From an optimization exercise on the open Yosys and OpenROAD flow, aimed at small area; shortcuts taken in it are not production practice. No functional check of the RTL was part of this run. Power figures rest on the tool's default switching activity, not on a simulated workload. No driver is modelled on the clock port, so clocking that relies on it looks cheaper here than on a real chip.

--- design/flow/design.v ---
module bp_scanner (
    input  wire        clk,
    input  wire        rst,            
    input  wire        scan_init,      
    input  wire        scan_tick,      
    input  wire [15:0] cols,           
    input  wire        hnd_key_down,   
    input  wire        hnd_key_up,     
    output reg  [3:0]  row_sel,        
    output reg         ev_valid,       
    output wire [3:0]  ev_row,         
    output wire [15:0] ev_down,        
    output reg  [15:0] ev_up           
);
    localparam ROWS = 16;
    localparam COLS = 16;
    localparam W    = 3 * COLS;
    localparam [2:0] S_U0 = 3'd0;
    localparam [2:0] S_U1 = 3'd3;
    localparam [2:0] S_U2 = 3'd1;
    localparam [2:0] S_U3 = 3'd7;
    localparam [2:0] S_D0 = 3'd2;
    localparam [2:0] S_D1 = 3'd4;
    localparam [2:0] S_D2 = 3'd5;
    localparam [2:0] S_DS = 3'd6;
    wire do_init = rst | scan_init;
    wire do_tick = scan_tick & ~do_init;
    reg  [ROWS*W-1:0] ring;
    wire [W-1:0] row_next;
    wire [COLS-1:0] up_vec;
    reg first_pass;
    always @(posedge clk) begin
        if (scan_tick)
            ring <= {row_next, ring[ROWS*W-1:W]};
    end
    genvar g;
    generate
        for (g = 0; g < COLS; g = g + 1) begin : g_col
            wire [2:0] k = ring[g*3 +: 3];
            wire       s = cols[g];
            wire k0 = k[0], k1 = k[1], k2 = k[2];
            wire n2 = ~first_pass & (s ? (k0 & ((k1 & k2) ? hnd_key_down : (~k1 & ~k2)))
                                       : (~k0 & (k1 | k2)));
            wire n1 = s & (first_pass | k2 | ~k1 | ~k0);
            wire n0 = ~first_pass & (s ? (~k2 & (~k1 | k0)) : (k2 & ~k1 & ~k0));
            wire [2:0] nk = {n2, n1, n0};
            wire up = ~first_pass & ~s & k2 & ~k1 & k0;
            assign row_next[g*3 +: 3] = nk;
            assign up_vec[g] = up;
            assign ev_down[g] = (ring[(ROWS-1)*W + g*3 +: 3] == S_DS);
        end
    endgenerate
    assign ev_row = row_sel - 4'd1;
    always @(posedge clk) begin
        ev_up <= up_vec & {COLS{hnd_key_up}};
        if (do_init) begin
            row_sel    <= 4'd0;
            ev_valid   <= 1'b0;
            first_pass <= 1'b1;
        end else if (do_tick) begin
            row_sel    <= row_sel + 4'd1;
            ev_valid   <= 1'b1;
            if (row_sel == ROWS - 1)
                first_pass <= 1'b0;
        end else begin
            ev_valid   <= 1'b0;
        end
    end
endmodule
--- design/flow/flow/run.sh ---
#!/bin/bash
# Layout flow: the standard ORFS flow, with two changes passed to ORFS's
# own knobs:
#  - clock tree synthesis without dummy loads (they only balance the tree),
#    with larger sink clusters;
#  - port buffers of the smallest buffer cell.
# Each ORFS step writes its full log under orfs/logs/; the output of the
# whole run goes to flow.log here.
set -euo pipefail
cd "$(dirname "$0")/.."
export CTS_ARGS="-sink_clustering_enable -repair_clock_nets -dont_use_dummy_load -sink_clustering_size 32 -sink_clustering_max_diameter 150"
export BUFFER_PORTS_ARGS="-buffer_cell sky130_fd_sc_hd__buf_1"
bash standard.sh finish > flow.log 2>&1
--- design/flow/standard.sh ---
#!/bin/bash
# synth_recipe.tcl (not shown) runs the flow's synth.tcl, then flattens the netlist and writes it again
# the make line also repeats each setting of config.mk as NAME=value (left out here)
make -C /OpenROAD-flow-scripts/flow DESIGN_CONFIG=/design/flow/config.mk WORK_HOME=/design/flow/orfs CLKGATE_MAP_FILE= SYNTH_SCRIPT=/design/flow/synth_recipe.tcl "${@:-finish}"
--- design/flow/config.mk ---
export PLATFORM = sky130hd
export DESIGN_NAME = bp_scanner
export DESIGN_NICKNAME = bp_scanner
export VERILOG_FILES = /design/flow/design.v
export SDC_FILE = /design/flow/constraint.sdc
export NUM_CORES = 4
export LEC_CHECK = 0
export ABC_AREA = 1
export CAP_MARGIN = 20
export CORE_MARGIN = 2
export CORE_UTILIZATION = 40
export CTS_CLUSTER_DIAMETER = 100
export CTS_CLUSTER_SIZE = 30
export PLACE_DENSITY = 0.6
export SLEW_MARGIN = 20
--- design/flow/constraint.sdc ---
create_clock -name core_clock -period 8.0 [get_ports {clk}]
set_input_delay 1.6000 -clock core_clock [delete_from_list [all_inputs] [get_ports {clk}]]
set_output_delay 1.6000 -clock core_clock [all_outputs]
set_load 0.01 [all_outputs]
==> notes.md <==
- Outcome: finished clean
* Row Count: 92
* Via/cell ratio: 4.71
* Fraction of layout cells with a size suffix above 1: 4.52%
* Number of distinct library cells after synthesis: 25
- In this run the static leakage power is 9.15 nW.
* Final worst clock skew: 0.0229 ns
- The routed design could run at a clock period as short as 3.64 ns.
* Post-synthesis async set-or-reset flop share: 0%
- Arrival time at the worst endpoint: 2.04 ns
- Aggregate global routing overflow: 0
* Register clock-pin slew on the reported worst setup and hold paths: 0.12 ns
* Number of maximum-capacitance constraint violations: 0
* Worst Path Buf+Inv: 3
- Max transition margin: 35.6%
* Min-Delay Path Class: reg -> reg
- The worst setup path is launched from a flip-flop.
- Overall via count from detail_route: 9,924
- For this run, the number of Yosys warnings is 1.
* Fill cell count: 5,346
* Cell taking the most area after synthesis: sky130_fd_sc_hd__edfxtp_1
- Critical Path Fanout Max: 5
- The number of antenna violations at the first check in global routing was 2.
- Maximum VDD drop: 0.162 mV
- #FFs+latches synth: 790
- Initial Util: 40.4%
- For this run, global-route usage on met2 was measured as 14.3%.
- In this run the horizontal extent of the chip is 256 um.
- The largest single stage delay on the critical path is 0.53 ns.
- IO Pins: 63
- The via count of the first global-routing pass is 9,603.
- On the critical path, the stage with the largest delay is an instance of sky130_fd_sc_hd__buf_1.
- In the global route stage, met3 resource usage came out at 2.60%.
- With fillers left out, the area of the finished cells amounts to 27,400 um2.
- The detail route stage leaves a number of antenna-violating nets equal to 0.
* Maximum number of pins on one net before global-route repair: 186
* Most common cell in the netlist: sky130_fd_sc_hd__edfxtp_1
- Area growth from synthesis to layout: 7.95%
- Once detailed placement completed, the half-perimeter wirelength came to 18,600 um.
- Number of H-tree branching levels: 1
- Dividing the detail-routed wire length by the instance count gives 16.9 um.
* Cell occurring most often along the worst timing path: sky130_fd_sc_hd__inv_1
- The worst setup path is captured at a primary output.
* TritonCTS clock tree: yes
* Number of buffers created by CTS: 28
* CTS Hold Buffers Added: 0
- Drt total wl: 35,700 um
* Predominant post-synthesis flop cell: sky130_fd_sc_hd__edfxtp_1
* NumNets Final: 1,288
- On the final layout, the worst hold slack is 0.415 ns.
- Setup violations remaining at the end of the flow were counted as 0.
- At the end of routability-driven placement, the weighted congestion stood at 0.716.
- Final Hold Fails: 0
- Counting every net in the synthesized netlist gives 1,194.
- Clock latency on the worst-skew pair, taken at its later pin, is 0.61 ns.
* Final routed DRC violation total: 0
- Setup repair after global routing missed its margin: false
- Once the clock tree was built, the resizer swapped 0 gates to a different size.
- By area the synthesized netlist is led by sky130_fd_sc_hd__edfxtp_1 (91%), sky130_fd_sc_hd__dfxtp_1 (1.7%), sky130_fd_sc_hd__nand2_1 (1.2%).
- Power density cells: 245 nW/um2
- The first global-routing pass estimated 54,600 um of wire.
- Grouping stages by cell kind, the critical path spends the most delay in buffers and inverters.
- Met1 Resource Use GR: 16.3%
- Sinks on the clock net: 790
- For this run, the top clock speed supported by timing is 275 MHz.
- Counting every instance in the synthesized netlist gives 1,170.
* Worst-path cell chain: inv_1 > ha_1 > inv_1 > buf_1
- Counting flops with a built-in enable in the synthesized netlist gives 768.
* Area of the core region: 63,000 um2
- Setup Crit Path Kind: reg -> out
- Layer with the highest usage after global routing: met1
- Synth top area share: 90.7%
- Total routing resource utilization after global routing: 10.5%
* Synthesized area per cell: 21.7 um2
- Post-synthesis sequential area ratio: 92.5%
- The die covers 65,600 um2.
* Accumulated negative setup slack: 0 ns
* Required time worst endpoint: 6.40 ns
* 1st-pass router iterations: 5
- Final critical-path share of the clock period: 45.5%
- Leading cell types by count after synthesis: sky130_fd_sc_hd__edfxtp_1 (768), sky130_fd_sc_hd__nand2_1 (79), sky130_fd_sc_hd__inv_1 (72)
* DIE HEIGHT: 256 um
* Placed Instance Area: 26,700 um2
- The number of setup buffers added after CTS is 0.
* Final number of max-transition violations: 0
- The longest clock path from root to sink contains 3 buffers.
- In this run the cell area of the synthesized design comes to 25,400 um2.
- During placement, the flow inserted port buffers numbering 62.
* First DRT Iteration DRCs: 1,174
- Clock tree synthesis selected as its root buffer the cell sky130_fd_sc_hd__clkbuf_16.
- At the pin with the least slew margin, the transition time is 0.967 ns.
-- per-stage QoR --
stage | utilization (%) | power [W] | worst slack [ns] | cells
final | 43.6 | 0.00672 | 4.36 | 2109
after global routing | 43.6 | 0.00697 | 4.29 | 2108
after CTS | 43.6 | 0.00682 | 4.42 | 2108
after detailed placement | 42.5 | 0.00509 | 4.34 | 2080
after global placement | 42.5 | 0.00508 | 4.43 | 2080
after floorplan | - | 0.00496 | 5.43 | 1170
-- cells in the final DEF, fill, tap and decap left out, types with 2 or more instances in the layout --
| cell | netlist | layout |
|---|---|---|
| sky130_fd_sc_hd__edfxtp_1 | 768 | 768 |
| sky130_fd_sc_hd__nand2_1 | 79 | 79 |
| sky130_fd_sc_hd__inv_1 | 72 | 72 |
| sky130_fd_sc_hd__buf_1 | 0 | 61 |
| sky130_fd_sc_hd__a21oi_1 | 56 | 56 |
| sky130_fd_sc_hd__nor2_1 | 52 | 52 |
| sky130_fd_sc_hd__nand3_1 | 33 | 33 |
| sky130_fd_sc_hd__clkbuf_16 | 0 | 28 |
| sky130_fd_sc_hd__dfxtp_1 | 22 | 21 |
| sky130_fd_sc_hd__a41oi_1 | 16 | 16 |
| sky130_fd_sc_hd__o21ai_0 | 16 | 16 |
| sky130_fd_sc_hd__a21o_1 | 15 | 15 |
| sky130_fd_sc_hd__nor3_1 | 9 | 9 |
| sky130_fd_sc_hd__a21oi_2 | 9 | 9 |
| sky130_fd_sc_hd__buf_4 | 1 | 7 |
| sky130_fd_sc_hd__nor3_2 | 4 | 4 |
| sky130_fd_sc_hd__buf_12 | 0 | 3 |
| sky130_fd_sc_hd__xor2_1 | 2 | 2 |
| sky130_fd_sc_hd__o21ai_1 | 2 | 2 |
| sky130_fd_sc_hd__nor4_4 | 2 | 2 |
| sky130_fd_sc_hd__ha_1 | 2 | 2 |
-- cell families after synthesis --
group,share of synthesized area (%)
AOI/OAI and AO/OA,2.76
xor gates and xnor gates,0.0689
adders and majority gates,0.0984
buffers and inverters,1.45
DFF,92.5
and+or+nand+nor,3.16
-- sequential cells by signal (all words and copies together), names as in the netlist --
name	flops
row_sel	4
ev_valid	1
ev_up	16
first_pass	1
ring	768
-- layer usage --
layer	up-vias	routed length, um	part of all wire, %
li1	4604	-	-
met1	5098	18100	51
met2	163	14700	41
met3	59	1720	4.8
met4	0	1240	3.5
met5	-	0	0
-- power by group --
| part | switching, W | total (W) | internal, W | leakage, nW |
|---|---|---|---|---|
| registers | 0.0000728 | 0.00485 | 0.00478 | 7.73 |
| logic | 0.000121 | 0.000146 | 0.0000259 | 1.07 |
| clock network | 0.00108 | 0.00172 | 0.000633 | 0.345 |
-- path summary, 6_finish.rpt --
check,start,to,cells after the start,slack [ns]
min,ring[257],ring[209],0,0.42
max reg2reg,first_pass,ring[742],3,6.35
min reg2reg,ring[257],ring[209],0,0.42
max,row_sel[0],ev_row[1],4,4.36
-- final cells by class --
class / count / area (um2) / share of cell area [%]
diodes: 1 / 2.50 / 0.00912
clock buffers: 28 / 701 / 2.55
inverters: 73 / 279 / 1.02
multi-input cells: 299 / 1550 / 5.64
flip-flops and latches: 790 / 23500 / 85.7
well taps: 846 / 1060 / 3.86
repair buffers: 72 / 349 / 1.27

==> separate check: timing with driven ports <==
No port has a modelled driver above. Below, the same layout with a new extraction and two added sets of constraints. Step 1 (the two cells are an assumption about what drives the block):
set clk [get_ports {clk}]
set_driving_cell -lib_cell sky130_fd_sc_hd__clkbuf_16 $clk
set_driving_cell -lib_cell sky130_fd_sc_hd__buf_2 [delete_from_list [all_inputs] $clk]
Step 2, shift: input delay + t, output delay - t, t = (earliest + latest rising clock arrival at the registers) / 2. This alone moves slack from input paths to output paths. Slacks: no drivers / after step 1 / after step 2; pairs: no drivers / after step 1.
t (ns): 0.646
setup WS [ns]: 4.357 / 4.304 / 4.361
clock arrival spread, ns: 0.028 / 0.028
After both steps setup and hold are still met in this run. For this run, drivers alone change the setup slack by -0.053 ns; drivers and shift together by +0.004 ns.
